From an optimization exercise on the open Yosys and OpenROAD flow, aimed at a short achievable clock period and few clock cycles; shortcuts taken in it are not production practice.
In this exercise RTL edits were held to simulation tests only and were not proved equivalent to the original.
Power is estimated from default activity; no workload was simulated.

--- design.v ---
localparam [7:0] OP_PULSE       = 8'h01,
                 OP_STACK_INIT  = 8'h02,
                 OP_BIND_WRAP   = 8'h03,
                 OP_DEFER_ERR   = 8'h04,
                 OP_PURGE_EPOCH = 8'h05,
                 OP_SET_REG     = 8'h10,
                 OP_PUSH        = 8'h11,
                 OP_POP         = 8'h12,
                 OP_PRINT_STACK = 8'h13,
                 OP_TIME_PULSE  = 8'h20,
                 OP_CJUMP       = 8'h21,
                 OP_RETURN      = 8'hFF;
localparam [2:0] ST_RUNNING                = 3'd0,
                 ST_DONE_RETURN            = 3'd1,
                 ST_DONE_EXHAUSTED         = 3'd2,
                 ST_DONE_STOPPED           = 3'd3,
                 ST_FAIL_UNKNOWN_OPCODE    = 3'd4,
                 ST_FAIL_DECODE_TRUNCATION = 3'd5,
                 ST_FAIL_JUMP_OUT_OF_BOUNDS = 3'd6,
                 ST_FAIL_STACK_OVERFLOW    = 3'd7;
module avion_regfile (
    input  wire        clk,
    input  wire        rst,
    input  wire        we,
    input  wire [7:0]  widx,
    input  wire [7:0]  wdata,
    input  wire [7:0]  ridx,
    output wire [7:0]  rdata,
    input  wire [3:0]  dbg_idx,
    output wire [7:0]  dbg_data
);
    reg [7:0] x [0:15];
    integer i;
    always @(posedge clk) begin
        if (rst) begin
            for (i = 0; i < 16; i = i + 1)
                x[i] <= 8'd0;
        end else if (we && widx < 8'd16) begin
            x[widx[3:0]] <= wdata;
        end
    end
    assign rdata    = (ridx < 8'd16) ? x[ridx[3:0]] : 8'd0;
    assign dbg_data = x[dbg_idx];
endmodule
module avion_stack (
    input  wire       clk,
    input  wire       rst,
    input  wire       push,
    input  wire       pop,
    input  wire       clear,
    input  wire [7:0] din,
    output reg  [5:0] sp,
    output wire [7:0] top,
    input  wire [4:0] dbg_idx,
    output wire [7:0] dbg_data
);
    reg [7:0] mem [0:31];
    always @(posedge clk) begin
        if (rst) begin
            sp <= 6'd0;
        end else if (clear) begin
            sp <= 6'd0;
        end else if (push) begin
            mem[sp[4:0]] <= din;
            sp <= sp + 6'd1;
        end else if (pop) begin
            sp <= sp - 6'd1;
        end
    end
    assign top      = mem[sp[4:0] - 5'd1];
    assign dbg_data = mem[dbg_idx];
endmodule
module avion_core (
    input  wire        clk,
    input  wire        rst,         
    input  wire [15:0] len,         
    output reg         mem_rd,
    output reg  [15:0] mem_addr,
    input  wire [7:0]  mem_data,
    input  wire        stop,
    output reg         delay_req,
    input  wire        delay_ack,
    output reg         ev_valid,
    output reg  [7:0]  ev_op,
    output reg  [7:0]  ev_a,
    output reg  [7:0]  ev_b,
    output reg  [7:0]  ev_c,
    output reg         ev_flag,
    output reg  [2:0]  status,
    output reg  [15:0] pc,
    output reg  [1:0]  epoch,
    output reg         ledger,
    output wire [5:0]  sp,
    input  wire [5:0]  dbg_sel,
    output wire [15:0] dbg_data
);
localparam [7:0] OP_PULSE       = 8'h01,
                 OP_STACK_INIT  = 8'h02,
                 OP_BIND_WRAP   = 8'h03,
                 OP_DEFER_ERR   = 8'h04,
                 OP_PURGE_EPOCH = 8'h05,
                 OP_SET_REG     = 8'h10,
                 OP_PUSH        = 8'h11,
                 OP_POP         = 8'h12,
                 OP_PRINT_STACK = 8'h13,
                 OP_TIME_PULSE  = 8'h20,
                 OP_CJUMP       = 8'h21,
                 OP_RETURN      = 8'hFF;
localparam [2:0] ST_RUNNING                = 3'd0,
                 ST_DONE_RETURN            = 3'd1,
                 ST_DONE_EXHAUSTED         = 3'd2,
                 ST_DONE_STOPPED           = 3'd3,
                 ST_FAIL_UNKNOWN_OPCODE    = 3'd4,
                 ST_FAIL_DECODE_TRUNCATION = 3'd5,
                 ST_FAIL_JUMP_OUT_OF_BOUNDS = 3'd6,
                 ST_FAIL_STACK_OVERFLOW    = 3'd7;
    localparam [1:0] K_INSTR = 2'd0,
                     K_EXH   = 2'd1,
                     K_UNK   = 2'd2,
                     K_TRUNC = 2'd3;
    reg  [15:0] len_r;
    reg         sm;           
    reg         run;
    reg         tv;           
    reg  [15:0] ra;           
    reg  [7:0]  cd [0:255];
    reg         ck [0:255];
    reg  [1:0]  cn [0:255];
    reg  [255:0] cv;
    reg  [8:0]  cnt;          
    reg         dk_in;
    reg  [1:0]  dn_in;
    always @(*) begin
        dk_in = 1'b1;
        dn_in = 2'd0;
        case (mem_data)
            OP_PULSE, OP_STACK_INIT, OP_BIND_WRAP, OP_DEFER_ERR,
            OP_PURGE_EPOCH, OP_POP, OP_PRINT_STACK, OP_TIME_PULSE,
            OP_RETURN:   dn_in = 2'd0;
            OP_PUSH:     dn_in = 2'd1;
            OP_SET_REG:  dn_in = 2'd2;
            OP_CJUMP:    dn_in = 2'd3;
            default:     dk_in = 1'b0;
        endcase
    end
    reg  [15:0] pf;
    reg  [7:0]  ix0, ix1, ix2, ix3;    
    reg  [15:0] rem;                   
    wire [7:0]  c0 = cd[ix0];
    wire [7:0]  c1 = cd[ix1];
    wire [7:0]  c2 = cd[ix2];
    wire [7:0]  c3 = cd[ix3];
    wire        dk = ck[ix0];
    wire [1:0]  dn = cn[ix0];
    wire        h0 = sm ? cv[ix0] : (cnt > 9'd0);
    wire        h1 = sm ? cv[ix1] : (cnt > 9'd1);
    wire        h2 = sm ? cv[ix2] : (cnt > 9'd2);
    wire        h3 = sm ? cv[ix3] : (cnt > 9'd3);
    wire        at_len = (rem == 16'd0);
    wire        le1    = (rem <= 16'd1);
    wire        le2    = (rem <= 16'd2);
    wire        le3    = (rem <= 16'd3);
    wire        trunc  = (dn == 2'd1 && le1) || (dn == 2'd2 && le2) || (dn == 2'd3 && le3);
    wire        ops_ok = (dn == 2'd0) ||
                         (dn == 2'd1 && h1) ||
                         (dn == 2'd2 && h1 && h2) ||
                         (dn == 2'd3 && h1 && h2 && h3);
    wire        if_mark  = at_len || (h0 && (!dk || trunc));
    wire        if_instr = !at_len && h0 && dk && !trunc && ops_ok;
    wire        if_out   = if_mark || if_instr;
    wire [1:0]  if_kind  = at_len ? K_EXH : !dk ? K_UNK : trunc ? K_TRUNC : K_INSTR;
    wire [15:0] pf1 = pf + 16'd1, pf2 = pf + 16'd2, pf3 = pf + 16'd3, pf4 = pf + 16'd4;
    wire [7:0]  pf5 = pf[7:0] + 8'd5, pf6 = pf[7:0] + 8'd6, pf7 = pf[7:0] + 8'd7;
    wire [15:0] rm1 = rem - 16'd1, rm2 = rem - 16'd2, rm3 = rem - 16'd3, rm4 = rem - 16'd4;
    reg  [15:0] pf_seq, rem_seq;
    reg  [7:0]  nx0, nx1, nx2, nx3;
    always @(*) begin
        case (dn)
            2'd0: begin pf_seq = pf1; rem_seq = rm1;
                        nx0 = pf1[7:0]; nx1 = pf2[7:0]; nx2 = pf3[7:0]; nx3 = pf4[7:0]; end
            2'd1: begin pf_seq = pf2; rem_seq = rm2;
                        nx0 = pf2[7:0]; nx1 = pf3[7:0]; nx2 = pf4[7:0]; nx3 = pf5; end
            2'd2: begin pf_seq = pf3; rem_seq = rm3;
                        nx0 = pf3[7:0]; nx1 = pf4[7:0]; nx2 = pf5;      nx3 = pf6; end
            default: begin pf_seq = pf4; rem_seq = rm4;
                        nx0 = pf4[7:0]; nx1 = pf5;      nx2 = pf6;      nx3 = pf7; end
        endcase
    end
    wire        if_miss = !at_len && !if_out;
    wire [7:0]  dist0 = ix0 - mem_addr[7:0];
    wire [7:0]  dist1 = ix1 - mem_addr[7:0];
    wire [7:0]  dist2 = ix2 - mem_addr[7:0];
    wire [7:0]  dist3 = ix3 - mem_addr[7:0];
    wire        cov0 = (tv && ra[7:0] == ix0) || (mem_rd && dist0 <= 8'd2);
    wire        cov1 = (tv && ra[7:0] == ix1) || (mem_rd && dist1 <= 8'd2);
    wire        cov2 = (tv && ra[7:0] == ix2) || (mem_rd && dist2 <= 8'd2);
    wire        cov3 = (tv && ra[7:0] == ix3) || (mem_rd && dist3 <= 8'd2);
    wire [7:0]  miss_a   = !h0 ? ix0 : !h1 ? ix1 : !h2 ? ix2 : ix3;
    wire        miss_cov = !h0 ? cov0 : !h1 ? cov1 : !h2 ? cov2 : cov3;
    reg         ir_v;
    reg  [1:0]  ir_k;
    reg  [7:0]  ir_op, ir_b1, ir_b2, ir_b3;
    reg  [15:0] ir_nx;                  
    reg         o_set, o_push, o_pop, o_print, o_init, o_cj, o_tp, o_ret, o_defer, o_purge;
    reg  [15:0] ir_rnx;                 
    reg  [7:0]  ir_n0, ir_n1, ir_n2, ir_n3;    
    reg  [7:0]  ir_hi, ir_lo;           
    reg  [7:0]  x [0:15];
    reg  [7:0]  stk [0:31];
    reg  [5:0]  sp_r;
    assign sp = sp_r;
    wire [7:0]  stk_top  = stk[sp_r[4:0] - 5'd1];
    wire        sp_empty = (sp_r == 6'd0);
    wire        sp_full  = (sp_r == 6'd32);
    reg  [7:0]  dbg_o;
    integer     k;
    always @(*) begin
        dbg_o = 8'd0;
        for (k = 0; k < 16; k = k + 1)
            dbg_o = dbg_o | ({8{dbg_sel == k}} & x[k]);
        for (k = 0; k < 32; k = k + 1)
            dbg_o = dbg_o | ({8{dbg_sel == 32 + k}} & stk[k]);
    end
    assign dbg_data = {8'd0, dbg_o};
    wire        hold    = delay_req && !delay_ack;
    wire        ex_go   = (status == ST_RUNNING) && !hold && run;
    wire        ex_take = ex_go && ir_v;
    wire        is_ins  = (ir_k == K_INSTR);
    wire [7:0]  r_val   = (ir_b1[7:4] == 4'd0) ? x[ir_b1[3:0]] : 8'd0;
    wire        taken   = o_cj && (r_val == ir_b2);
    wire        oob     = ($signed(ir_b3) > $signed(ir_hi)) || ($signed(ir_b3) < $signed(ir_lo));
    wire        ovf     = o_push && sp_full;
    wire        ex_ok   = ex_take && is_ins && !(taken && oob) && !ovf;
    wire        redir   = ex_ok && taken;
    wire [15:0] sx3     = {{8{ir_b3[7]}}, ir_b3};
    wire [15:0] tgt     = ir_nx + sx3;
    wire [15:0] rem_t   = ir_rnx - sx3;
    wire [7:0]  t0 = ir_n0 + ir_b3, t1 = ir_n1 + ir_b3, t2 = ir_n2 + ir_b3, t3 = ir_n3 + ir_b3;
    wire        tgt_cached = cv[t0] || (rem_t == 16'd0) ||
                             (tv && ra[7:0] == t0) || (mem_rd && mem_addr[7:0] == t0);
    wire        ir_free  = !ir_v || ex_take;
    wire        if_load  = ir_free && if_instr && !redir;
    integer i;
    always @(posedge clk) begin
        len_r <= len;
        if (tv) begin
            cd[ra[7:0]] <= mem_data;
            ck[ra[7:0]] <= dk_in;
            cn[ra[7:0]] <= dn_in;
        end
        if (rst) begin
            sm        <= (len <= 16'd256);
            run       <= 1'b1;
            status    <= ST_RUNNING;
            pc        <= 16'd0;
            epoch     <= 2'd0;
            ledger    <= 1'b0;
            sp_r      <= 6'd0;
            for (i = 0; i < 16; i = i + 1)
                x[i] <= 8'd0;
            cv        <= 256'd0;
            cnt       <= 9'd0;
            mem_addr  <= 16'd0;
            mem_rd    <= (len != 16'd0);
            tv        <= 1'b0;
            ra        <= 16'd0;
            pf        <= 16'd0;
            ix0       <= 8'd0;
            ix1       <= 8'd1;
            ix2       <= 8'd2;
            ix3       <= 8'd3;
            rem       <= len;
            ir_v      <= 1'b0;
            ir_k      <= K_INSTR;
            ir_op     <= 8'd0;
            ir_b1     <= 8'd0;
            ir_b2     <= 8'd0;
            ir_b3     <= 8'd0;
            ir_nx     <= 16'd0;
            o_set     <= 1'b0;
            o_push    <= 1'b0;
            o_pop     <= 1'b0;
            o_print   <= 1'b0;
            o_init    <= 1'b0;
            o_cj      <= 1'b0;
            o_tp      <= 1'b0;
            o_ret     <= 1'b0;
            o_defer   <= 1'b0;
            o_purge   <= 1'b0;
            ir_rnx    <= 16'd0;
            ir_n0     <= 8'd0;
            ir_n1     <= 8'd0;
            ir_n2     <= 8'd0;
            ir_n3     <= 8'd0;
            ir_hi     <= 8'd0;
            ir_lo     <= 8'd0;
            delay_req <= 1'b0;
            ev_valid  <= 1'b0;
            ev_op     <= 8'd0;
            ev_a      <= 8'd0;
            ev_b      <= 8'd0;
            ev_c      <= 8'd0;
            ev_flag   <= 1'b0;
        end else begin
            ev_valid <= 1'b0;
            if (stop)
                run <= 1'b0;
            if (tv)
                cv[ra[7:0]] <= 1'b1;
            tv <= mem_rd;
            ra <= mem_addr;
            if (sm) begin
                if (redir && !tgt_cached) begin
                    mem_addr <= tgt;
                    mem_rd   <= 1'b1;
                end else if (!redir && if_miss && !miss_cov) begin
                    mem_addr <= {8'd0, miss_a};
                    mem_rd   <= 1'b1;
                end else if (mem_rd) begin
                    mem_addr <= mem_addr + 16'd1;
                    mem_rd   <= (mem_addr + 16'd1 != len_r);
                end
            end else begin
                if (redir) begin
                    mem_addr <= tgt;
                    mem_rd   <= (rem_t != 16'd0);
                    tv       <= 1'b0;
                end else if (mem_rd) begin
                    mem_addr <= mem_addr + 16'd1;
                    mem_rd   <= (mem_addr + 16'd1 != len_r) && (cnt < 9'd120);
                end else begin
                    mem_rd   <= (mem_addr != len_r) && (cnt < 9'd120);
                end
            end
            if (redir)
                cnt <= 9'd0;
            else if (if_load)
                cnt <= cnt + {8'd0, tv} - {7'd0, dn} - 9'd1;
            else
                cnt <= cnt + {8'd0, tv};
            if (redir) begin
                ir_v <= 1'b0;
                pf   <= tgt;
                rem  <= rem_t;
                ix0  <= t0;
                ix1  <= t1;
                ix2  <= t2;
                ix3  <= t3;
            end else if (ir_free) begin
                ir_v <= if_out;
                if (if_instr) begin
                    pf  <= pf_seq;
                    rem <= rem_seq;
                    ix0 <= nx0;
                    ix1 <= nx1;
                    ix2 <= nx2;
                    ix3 <= nx3;
                end
            end
            if (ir_free) begin
                ir_k    <= if_kind;
                ir_op   <= c0;
                ir_b1   <= c1;
                ir_b2   <= c2;
                ir_b3   <= c3;
                ir_nx   <= pf_seq;
                o_set   <= (c0 == OP_SET_REG);
                o_push  <= (c0 == OP_PUSH);
                o_pop   <= (c0 == OP_POP);
                o_print <= (c0 == OP_PRINT_STACK);
                o_init  <= (c0 == OP_STACK_INIT);
                o_cj    <= (c0 == OP_CJUMP);
                o_tp    <= (c0 == OP_TIME_PULSE);
                o_ret   <= (c0 == OP_RETURN);
                o_defer <= (c0 == OP_DEFER_ERR);
                o_purge <= (c0 == OP_PURGE_EPOCH);
                ir_rnx  <= rm4;
                ir_n0   <= pf4[7:0];
                ir_n1   <= pf5;
                ir_n2   <= pf6;
                ir_n3   <= pf7;
                ir_hi   <= (rm4[15:7] == 9'd0) ? rm4[7:0] : 8'd127;
                ir_lo   <= (pf4[15:7] == 9'd0) ? (8'd0 - pf4[7:0]) : 8'h80;
            end
            if (status != ST_RUNNING) begin
                mem_rd    <= 1'b0;
                tv        <= 1'b0;
                delay_req <= 1'b0;
            end else if (hold) begin
            end else begin
                delay_req <= 1'b0;
                if (!run) begin
                    status <= ST_DONE_STOPPED;
                    mem_rd <= 1'b0;
                end else if (ir_v) begin
                    if (!is_ins) begin
                        status <= (ir_k == K_EXH) ? ST_DONE_EXHAUSTED :
                                  (ir_k == K_UNK) ? ST_FAIL_UNKNOWN_OPCODE :
                                                    ST_FAIL_DECODE_TRUNCATION;
                        mem_rd <= 1'b0;
                    end else if (taken && oob) begin
                        status <= ST_FAIL_JUMP_OUT_OF_BOUNDS;
                        mem_rd <= 1'b0;
                    end else if (ovf) begin
                        status <= ST_FAIL_STACK_OVERFLOW;
                        mem_rd <= 1'b0;
                    end else begin
                        ev_valid <= 1'b1;
                        ev_op    <= ir_op;
                        ev_a     <= (o_set || o_push || o_cj) ? ir_b1 :
                                    o_pop   ? (sp_empty ? 8'd0 : stk_top) :
                                    o_print ? {2'b00, sp_r} : 8'd0;
                        ev_b     <= (o_set || o_cj) ? ir_b2 :
                                    (o_print && !sp_empty) ? stk_top : 8'd0;
                        ev_c     <= o_cj ? ir_b3 : 8'd0;
                        ev_flag  <= (o_pop && sp_empty) || taken;
                        if (o_set && ir_b1[7:4] == 4'd0)
                            x[ir_b1[3:0]] <= ir_b2;
                        if (o_push) begin
                            stk[sp_r[4:0]] <= ir_b1;
                            sp_r <= sp_r + 6'd1;
                        end
                        if (o_pop && !sp_empty)
                            sp_r <= sp_r - 6'd1;
                        if (o_init)
                            sp_r <= 6'd0;
                        pc <= taken ? tgt : ir_nx;
                        if (!o_purge && epoch == 2'd3) begin
                            epoch  <= 2'd0;
                            ledger <= 1'b0;
                        end else begin
                            epoch <= o_purge ? 2'd1 : epoch + 2'd1;
                            if (o_defer)
                                ledger <= 1'b1;
                        end
                        if (o_tp)
                            delay_req <= 1'b1;
                        if (o_ret) begin
                            status <= ST_DONE_RETURN;
                            mem_rd <= 1'b0;
                        end
                    end
                end
            end
        end
    end
endmodule
--- run.sh ---
#!/bin/bash
# synth_recipe.tcl (not shown) runs the flow's synth.tcl, then flattens the netlist and writes it again
# the make line also repeats each setting of config.mk as NAME=value (left out here)
make -C /OpenROAD-flow-scripts/flow DESIGN_CONFIG=/design/flow/config.mk WORK_HOME=/design/flow/orfs CLKGATE_MAP_FILE= SYNTH_SCRIPT=/design/flow/synth_recipe.tcl finish
--- config.mk ---
export PLATFORM = sky130hd
export DESIGN_NAME = avion_core
export DESIGN_NICKNAME = avion_core
export VERILOG_FILES = /design/flow/design.v
export SDC_FILE = /design/flow/constraint.sdc
export NUM_CORES = 4
export LEC_CHECK = 0
export ABC_CLOCK_PERIOD_IN_PS = 4000
export CAP_MARGIN = 20
export CORE_MARGIN = 2
export CORE_UTILIZATION = 40
export SETUP_SLACK_MARGIN = 5
export SLEW_MARGIN = 20
--- constraint.sdc ---
create_clock -name core_clock -period 10.0 [get_ports {clk}]
set_input_delay 2.0000 -clock core_clock [delete_from_list [all_inputs] [get_ports {clk}]]
set_output_delay 2.0000 -clock core_clock [all_outputs]
set_load 0.01 [all_outputs]
==> results.toml, run 1 <==
[outcome]
status = "timing/DRC/antenna clean"

[grt]
grt_usage_pct = 31.3
grt_pass1_vias = 138000
grt_overflow = 0
grt_pass1_wl_um = 1180000
grt_max_degree = 199
antenna_found_initial = 63

[setup_path]
r2r_setup_slack_ns = 4.13
worstPathArrival_ns = 4.06
slowest_stage = "or4_4"
worstSetupStartpoint = "dbg_sel[2]"
path_class = "in -> out"
required_ns = 8.00
timing.rr.end = "mem_addr[6]$_SDFF_PP0_"
crit_end = "dbg_data[4]"
critPathMaxFanout = 7
cp-start-kind = "primary input"
worstPathCellList = "buf_12 > nor2_4 > nand2_4 > nor2_1 > buf_6 > a22o_1 > a221oi_4 > nand4_1 > or4_4 > buf_6"
crit_path_end_kind = "output port"
max_stage_delay_ns = 0.63
cp_common_cell = "buf_6"
reg2reg_depth = 26

[die]
die_h_um = 736
die_area_sq_um = 542000
initial_utilization_pct = 40.2
core.rowCount = 268
die_x_um = 736
io_pins = 130
core_sq_um = 533000

[logic_synthesis]
syn_avg_cell_area_sq_um = 16.9
synth_ff_type = "edfxtp_1"
seq_area_frac_synth_pct = 50.2
yosysWarnings = 1
synth_edf_count = 3217
netlist_instances = 12600
syn_area_sq_um = 214000
synth.distinct_cells = 100
async_flop_share_pct = 0
ys_seq_elements = 3765

[pwr]
ir_drop_mv = 0.147
p_leak_nw = 77.0
power.density_nw_per_um2 = 156

[cts]
clk_pin_slew_worst_paths_ns = 0.06
cts_made_buffers = 419
cts-htree-levels = 5
cts_tree = "yes"
cts.sinks = 3765
hold_buffers = 0
clockRootBuffer = "clkbuf_16"
clk_path_buf_depth = 4
insertion_delay_ns = 1.07

[timing]
rsz0062_at_grt = "true"
maxSlewViolCount = 0
tns_ns = 0
min_period_over_period_pct = 60.6
relSlewSlack_pct = 11.8
setup_violations = 0
final-hold-violation-count = 0
finClkSkew_ns = 0.0704
fmax_mhz = 165
worst_pin_slew_ns = 1.32
period_minus_slack_ns = 6.06

[finish]
fillers = 45100
drive_gt1_share_pct = 42.2
final_cells = 20400
nets = 13100
multi_input_area_sq_um = 105000
final_common_cell = "mux4_2"
syn_to_final_growth_pct = 15.5
mostFrequentLayoutCells = "3364 x mux4_2, 3217 x edfxtp_1, 793 x nor2_1, 563 x buf_4, 518 x dfxtp_1"
finalInstanceArea_sq_um = 248000
seq_area_sq_um = 108000

[detailed_routing]
drcViolationCount = 0
ant_nets = 0
drt_iter0_drc = 23300
vias_per_cell = 7.14
wl_per_cell_um = 42.6
dr_total_vias = 145000
finalWirelength_um = 867000
firstDrtPassIters = 8

[placement]
place_area_sq_um = 225000
gp_congestion = 0.980
dpl.cell_count = 19200
io_buffers = 121
dpl.hpwl_um = 552000

[min_path]
worstHoldPathType = "reg -> reg"

[flow_run]
drv_cap = 0
worst max-delay path: cells and delay by family:
| family | cells | cell delay [ns] |
|---|---|---|
| AND/OR/NAND/NOR | 5 | 1.07 |
| AO/OA/AOI/OAI | 2 | 0.56 |
| buffers and inverters | 3 | 0.41 |
worst min path at each step:
stage / start / endpoint / cells after the start
floorplan: ir_hi[7]$_SDFFE_PP0P_ / ir_hi[7]$_SDFFE_PP0P_ / 2
global route: ev_c[4]$_SDFFE_PP0P_ / ev_c[4]$_SDFFE_PP0P_ / 2
global placement: ir_lo[0]$_SDFFE_PP0P_ / ir_lo[0]$_SDFFE_PP0P_ / 2
finish: ir_hi[7]$_SDFFE_PP0P_ / ir_hi[7]$_SDFFE_PP0P_ / 2
detailed placement: ir_hi[7]$_SDFFE_PP0P_ / ir_hi[7]$_SDFFE_PP0P_ / 2
CTS: ir_hi[7]$_SDFFE_PP0P_ / ir_hi[7]$_SDFFE_PP0P_ / 2
through the flow:
step	setup slack [ns]	utilization, %	total power [mW]	hold WS, ns
2_1_floorplan	4.42	-	20.2	0.428
3_3_place_gp	2.15	42.2	21.9	0.439
3_5_place_dp	2.04	42.3	21.9	0.441
4_1_cts	3.91	46.1	38.4	0.450
5_1_grt	3.93	46.4	39.5	0.462
6_report	3.94	46.4	38.7	0.449
where the power goes:
| group | internal (mW) | leakage (nW) | switching, mW |
|---|---|---|---|
| sequential | 17.1 | 33.9 | 0.208 |
| combinational | 2.02 | 36.3 | 3.08 |
| clock | 9.33 | 6.87 | 6.89 |
sequential cells by signal (all words and copies together) (netlist names), 16 cells and up, named ones only:
register  flops
pc           16
len_r        16
stk         256
ck          256
pf           16
cv          256
ir_nx        16
rem          16
mem_addr     16
x           128
cn          512
ir_rnx       16
cd         2048
repair_timing:
action	CTS	global route
setup endpoints to repair	754	608
gates cloned	52	5
hold endpoints to repair	0	0
gates resized for setup	787	209
pin swaps	171	134
setup buffers	183	57
per-layer routing:
layer  vias up  GRT usage (%)  wire, um
li1      54800              -         -
met1     77000           40.8    305000
met3      2274           9.50    115000
met5         -              0       238
met2     11300           46.3    381000
met4        30           18.7     66100
final cells by class:
class	instances	share of cell area, %
Timing Repair Buffer	992	4.54
Multi-Input combinational cell	7622	42.5
Sequential cell	3765	43.5
Antenna cell	63	0.0637
Clock buffer	515	4.52
Clock inverter	265	1.17
Tap cell	7020	3.55
Inverter	121	0.193
kinds of logic (layout without fill, tap and decap cells):
family	after synthesis	in the layout	synth area share, %
buffers and inverters	1275	1893	2.47
xor gates and xnor gates	248	248	1.02
AOI/OAI and AO/OA	1490	1490	4.56
other	1	71	0.00175
muxes	3571	3571	36.3
and+or+nand+nor	2149	2155	4.49
adders and majority gates	150	150	0.918
DFF	3765	3765	50.2
cell usage after synthesis, drive strengths merged, types with 22 or more instances:
cell,count,area [sq um]
a211oi,94,711
a21o,30,225
a21oi,568,2840
a221oi,103,902
a22o,88,771
a22oi,150,1130
a31oi,39,244
and2,103,644
and3,30,188
buf,405,2030
clkbuf,749,2810
dfxtp,548,11000
edfxtp,3217,96600
ha,138,1730
inv,116,435
mux2,30,338
mux2i,177,1770
mux4,3364,75800
nand2,465,1750
nand2b,26,163
nand3,148,746
nand4,77,482
nor2,1016,3820
nor2b,76,475
nor3,81,415
nor4,35,265
o211ai,29,231
o21ai,171,856
o22ai,31,194
or3,22,138
xnor2,163,1430
xor2,85,752
Testbench counts, summed over its fixed seeds: cycles 24,522.
==> run 2, diff against run 1 <==
--- a/design.v
+++ b/design.v
@@ -197,6 +197,8 @@
     wire        cov3 = (tv && ra[7:0] == ix3) || (mem_rd && dist3 <= 8'd2);
     wire [7:0]  miss_a   = !h0 ? ix0 : !h1 ? ix1 : !h2 ? ix2 : ix3;
     wire        miss_cov = !h0 ? cov0 : !h1 ? cov1 : !h2 ? cov2 : cov3;
+    reg         mreq;
+    reg  [7:0]  mreq_a;
     reg         ir_v;
     reg  [1:0]  ir_k;
     reg  [7:0]  ir_op, ir_b1, ir_b2, ir_b3;
@@ -212,16 +214,6 @@
     wire [7:0]  stk_top  = stk[sp_r[4:0] - 5'd1];
     wire        sp_empty = (sp_r == 6'd0);
     wire        sp_full  = (sp_r == 6'd32);
-    reg  [7:0]  dbg_o;
-    integer     k;
-    always @(*) begin
-        dbg_o = 8'd0;
-        for (k = 0; k < 16; k = k + 1)
-            dbg_o = dbg_o | ({8{dbg_sel == k}} & x[k]);
-        for (k = 0; k < 32; k = k + 1)
-            dbg_o = dbg_o | ({8{dbg_sel == 32 + k}} & stk[k]);
-    end
-    assign dbg_data = {8'd0, dbg_o};
     wire        hold    = delay_req && !delay_ack;
     wire        ex_go   = (status == ST_RUNNING) && !hold && run;
     wire        ex_take = ex_go && ir_v;
@@ -238,6 +230,18 @@
     wire [7:0]  t0 = ir_n0 + ir_b3, t1 = ir_n1 + ir_b3, t2 = ir_n2 + ir_b3, t3 = ir_n3 + ir_b3;
     wire        tgt_cached = cv[t0] || (rem_t == 16'd0) ||
                              (tv && ra[7:0] == t0) || (mem_rd && mem_addr[7:0] == t0);
+    avion_dbg u_dbg (
+        .clk     (clk),
+        .rst     (rst),
+        .xwe     (ex_ok && o_set && ir_b1[7:4] == 4'd0),
+        .xwi     (ir_b1[3:0]),
+        .xwd     (ir_b2),
+        .swe     (ex_ok && o_push),
+        .swi     (sp_r[4:0]),
+        .swd     (ir_b1),
+        .dbg_sel (dbg_sel),
+        .dbg_data(dbg_data)
+    );
     wire        ir_free  = !ir_v || ex_take;
     wire        if_load  = ir_free && if_instr && !redir;
     integer i;
@@ -260,6 +264,8 @@
                 x[i] <= 8'd0;
             cv        <= 256'd0;
             cnt       <= 9'd0;
+            mreq      <= 1'b0;
+            mreq_a    <= 8'd0;
             mem_addr  <= 16'd0;
             mem_rd    <= (len != 16'd0);
             tv        <= 1'b0;
@@ -313,8 +319,9 @@
                 if (redir && !tgt_cached) begin
                     mem_addr <= tgt;
                     mem_rd   <= 1'b1;
-                end else if (!redir && if_miss && !miss_cov) begin
-                    mem_addr <= {8'd0, miss_a};
+                end else if (!redir && mreq && !(tv && ra[7:0] == mreq_a) &&
+                             !(mem_rd && mem_addr[7:0] == mreq_a)) begin
+                    mem_addr <= {8'd0, mreq_a};
                     mem_rd   <= 1'b1;
                 end else if (mem_rd) begin
                     mem_addr <= mem_addr + 16'd1;
@@ -332,6 +339,8 @@
                     mem_rd   <= (mem_addr != len_r) && (cnt < 9'd120);
                 end
             end
+            mreq   <= if_miss && !miss_cov && !redir;
+            mreq_a <= miss_a;
             if (redir)
                 cnt <= 9'd0;
             else if (if_load)
@@ -445,3 +454,95 @@
         end
     end
 endmodule
+module avion_dbg (
+    input  wire         clk,
+    input  wire         rst,
+    input  wire         xwe,
+    input  wire [3:0]   xwi,
+    input  wire [7:0]   xwd,
+    input  wire         swe,
+    input  wire [4:0]   swi,
+    input  wire [7:0]   swd,
+    input  wire [5:0]   dbg_sel,
+    output wire [15:0]  dbg_data
+);
+    reg  [7:0] xc [0:15];
+    reg  [7:0] sc [0:31];
+    integer i;
+    always @(posedge clk) begin
+        if (rst) begin
+            for (i = 0; i < 16; i = i + 1)
+                xc[i] <= 8'd0;
+        end else if (xwe) begin
+            xc[xwi] <= xwd;
+        end
+        if (!rst && swe)
+            sc[swi] <= swd;
+    end
+    wire [127:0] xs;
+    wire [255:0] ms;
+    genvar g;
+    generate
+        for (g = 0; g < 16; g = g + 1) begin : g_xs
+            assign xs[8*g +: 8] = xc[g];
+        end
+        for (g = 0; g < 32; g = g + 1) begin : g_ms
+            assign ms[8*g +: 8] = sc[g];
+        end
+    endgenerate
+    wire [7:0] hi, lo;
+    avion_dec3 u_hi (.a(dbg_sel[5:3]), .y(hi));
+    avion_dec3 u_lo (.a(dbg_sel[2:0]), .y(lo));
+    wire [383:0] dat = {ms, xs};
+    wire [383:0] t;           
+    genvar e, b, q;
+    generate
+        for (e = 0; e < 48; e = e + 1) begin : g_e
+            for (b = 0; b < 8; b = b + 1) begin : g_b
+                avion_nand3 u_t (
+                    .a(hi[(e < 16) ? (e >> 3) : ((e + 16) >> 3)]),
+                    .b(lo[e & 7]),
+                    .c(dat[8*e + b]),
+                    .y(t[8*e + b])
+                );
+            end
+        end
+        for (b = 0; b < 8; b = b + 1) begin : g_o
+            wire [11:0] u;
+            wire [3:0]  v;
+            for (q = 0; q < 12; q = q + 1) begin : g_u
+                avion_nand4 u_u (.a(t[8*(4*q) + b]), .b(t[8*(4*q+1) + b]),
+                                 .c(t[8*(4*q+2) + b]), .d(t[8*(4*q+3) + b]), .y(u[q]));
+            end
+            for (q = 0; q < 4; q = q + 1) begin : g_v
+                avion_nor3 u_v (.a(u[3*q]), .b(u[3*q+1]), .c(u[3*q+2]), .y(v[q]));
+            end
+            avion_nand4 u_w (.a(v[0]), .b(v[1]), .c(v[2]), .d(v[3]), .y(dbg_data[b]));
+        end
+    endgenerate
+    assign dbg_data[15:8] = 8'd0;
+endmodule
+module avion_dec3 (
+    input  wire [2:0] a,
+    output wire [7:0] y
+);
+    assign y = 8'd1 << a;
+endmodule
+module avion_nand3 (
+    input  wire a, b, c,
+    output wire y
+);
+    assign y = !(a && b && c);
+endmodule
+module avion_nand4 (
+    input  wire a, b, c, d,
+    output wire y
+);
+    assign y = !(a && b && c && d);
+endmodule
+module avion_nor3 (
+    input  wire a, b, c,
+    output wire y
+);
+    assign y = !(a || b || c);
+endmodule
--- a/config.mk
+++ b/config.mk
@@ -8,6 +8,7 @@
 export ABC_CLOCK_PERIOD_IN_PS = 4000
 export CAP_MARGIN = 20
 export CORE_MARGIN = 2
-export CORE_UTILIZATION = 40
+export CORE_UTILIZATION = 50
 export SETUP_SLACK_MARGIN = 5
 export SLEW_MARGIN = 20
+export SYNTH_HIERARCHICAL = 1
==> run 2 against run 1 <==
  * Critical path depth rose by 12
  * Still clean on timing, DRC and antenna
  * Clock power grew 8%
  * Fmax is 6.0% higher
  * Design area grew 5.4%
  * Register-to-register slack improved by 0.16 ns
  * Clock skew down 0.0062 ns
  * Combinational power rose to 6.9 times the previous value
  * Sequential power is 17% higher
==> results.toml, run 2 <==
[cts]
insertion_delay_ns = 1.09
hold_buffers = 0
cts_tree = "yes"
cts.sinks = 4158
clk_path_buf_depth = 4
clk_pin_slew_worst_paths_ns = 0.06
cts-htree-levels = 5
cts_made_buffers = 455
clockRootBuffer = "clkbuf_16"

[flow_run]
drv_cap = 0

[die]
die_x_um = 681
io_pins = 130
core.rowCount = 248
die_area_sq_um = 464000
initial_utilization_pct = 50.2
die_h_um = 681
core_sq_um = 456000

[detailed_routing]
drt_iter0_drc = 24400
dr_total_vias = 154000
firstDrtPassIters = 6
finalWirelength_um = 873000
vias_per_cell = 7.56
drcViolationCount = 0
wl_per_cell_um = 42.9
ant_nets = 0

[grt]
grt_usage_pct = 37.2
grt_pass1_vias = 149000
antenna_found_initial = 65
grt_max_degree = 257
grt_pass1_wl_um = 1200000
grt_overflow = 0

[timing]
min_period_over_period_pct = 57.1
setup_violations = 0
worst_pin_slew_ns = 1.28
finClkSkew_ns = 0.0642
final-hold-violation-count = 0
hold_ws_ns = 0.453
relSlewSlack_pct = 14.9
maxSlewViolCount = 0
period_minus_slack_ns = 5.71
fmax_mhz = 175
tns_ns = 0
rsz0062_at_grt = "true"

[outcome]
status = "timing/DRC/antenna clean"

[setup_path]
required_ns = 10.93
worstPathCellList = "buf_12 > buf_12 > buf_16 > buf_6 > mux4_2 > mux4_2 > mux4_2 > mux4_2 > buf_12 > ha_4 > clkinvlp_4 > nand4_1 > o41a_1 > a41oi_2 > nor4_4 > buf_4 > buf_12 > nor2_4 > buf_12 > buf_6 > a22oi_2 > o22ai_1"
cp-start-kind = "register"
slowest_stage = "mux4_2"
cp_common_cell = "buf_12"
path_class = "reg -> reg"
critPathMaxFanout = 6
max_stage_delay_ns = 0.66
worstPathArrival_ns = 6.65
crit_path_end_kind = "register"

[logic_synthesis]
syn_area_sq_um = 229000
syn_avg_cell_area_sq_um = 16.8
netlist_instances = 13700
yosysWarnings = 8

[finish]
mostFrequentLayoutCells = "3601 x edfxtp_1, 3318 x mux4_2, 782 x nor2_1, 591 x buf_4, 529 x a21oi_1"
syn_to_final_growth_pct = 13.9
post-route-util_pct = 57.2
largest_reg_flops = 2048
final_common_cell = "edfxtp_1"
nets = 14100
fillers = 34200
drive_gt1_share_pct = 38.6

[pwr]
p_leak_nw = 81.9
power.density_nw_per_um2 = 279
ir_drop_mv = 0.420

[min_path]
worstHoldPathType = "reg -> reg"

[placement]
gp_congestion = 0.967
dpl.hpwl_um = 535000
io_buffers = 121
run 2: path summary, 6_finish.rpt:
check / end / start / cells after the start / slack, ns
worst max-delay path: pf[13]$_SDFFE_PP0P_ / register / 22 / 4.29
worst min-delay path: ir_hi[7]$_SDFFE_PP0P_ / ir_hi[7]$_SDFFE_PP0P_ / 2 / 0.45
worst max register to register: pf[13]$_SDFFE_PP0P_ / register / 22 / 4.29
worst min register to register: ir_hi[7]$_SDFFE_PP0P_ / ir_hi[7]$_SDFFE_PP0P_ / 2 / 0.45
run 2: cell type report:
type / instances / area (sq um) / share of cell area (%)
Sequential cell: 4158 / 119000 / 45.8
Clock inverter: 297 / 3240 / 1.24
Tap cell: 6000 / 7510 / 2.88
Multi-Input combinational cell: 8198 / 107000 / 40.9
Clock buffer: 550 / 12100 / 4.63
Antenna cell: 34 / 85.1 / 0.0326
Timing Repair Buffer: 997 / 11400 / 4.37
Inverter: 144 / 566 / 0.217
run 2: repair_timing:
item                                    4_1_cts  5_1_grt
endpoints found under the setup margin     1239      898
pin swaps                                    95      128
cloned                                       69       15
hold endpoints to repair                      0        0
resized for setup                           654      278
setup buffers                               139       59
run 2: per-layer routing:
| metal | share of wire, % | vias to the layer above | track usage, % |
|---|---|---|---|
| met5 | 0.049 | - | 0 |
| met3 | 14 | 2499 | 11.6 |
| met1 | 35 | 80600 | 49.4 |
| li1 | - | 58500 | - |
| met2 | 44 | 12400 | 54.6 |
| met4 | 7.4 | 46 | 21.5 |
run 2: critical path, delay by kind of cell (launching register included):
family          cells  cell delay [ns]
fa+ha+maj           1             0.18
mux                 4             2.21
compound gates      4             0.98
buf+inv            10             1.43
simple gates        3             0.34
flops               1             0.40
run 2: through the flow:
stage               area, sq um  setup slack, ns  total power [mW]  cells
finish                   261000             4.29              72.9  20400
floorplan                229000             2.04              37.4  13700
detailed placement       238000             2.71              50.6  19200
global route             261000             4.27              74.6  20400
CTS                      259000             4.41              71.0  20300
global placement         238000             2.88              50.4  19200
run 2: power breakdown:
group	total [mW]	internal [mW]	switching, mW
clock	17.5	10.1	7.41
sequential	20.2	19.4	0.779
combinational	35.2	15.5	19.7
Testbench counts of run 2, summed over its fixed seeds: cycles 24,523.

[afterwards: timing with drivers on the ports]
No port has a modelled driver above. Below, the same layouts with a new extraction and two added sets of constraints. Step 1: set_driving_cell puts a clkbuf_16 on clk and a buf_2 on each other input, an assumption about the parent block. Step 2, shift: input delay + t, output delay - t, t = (earliest + latest rising clock arrival at the registers) / 2. This alone moves slack from input paths to output paths. Slacks: ideal / step 1 / step 2; pairs: ideal / step 1.
run	shift t [ns]	slack for setup (ns)	pins driven straight from the clock port
run 1	1.184	3.941 / 3.869 / 3.869	1
run 2	1.186	4.285 / 4.220 / 4.137	1
After both steps setup and hold are still met in every run listed. For run 2, which loses most, drivers alone change the setup slack by -0.065 ns; drivers and shift together by -0.148 ns.
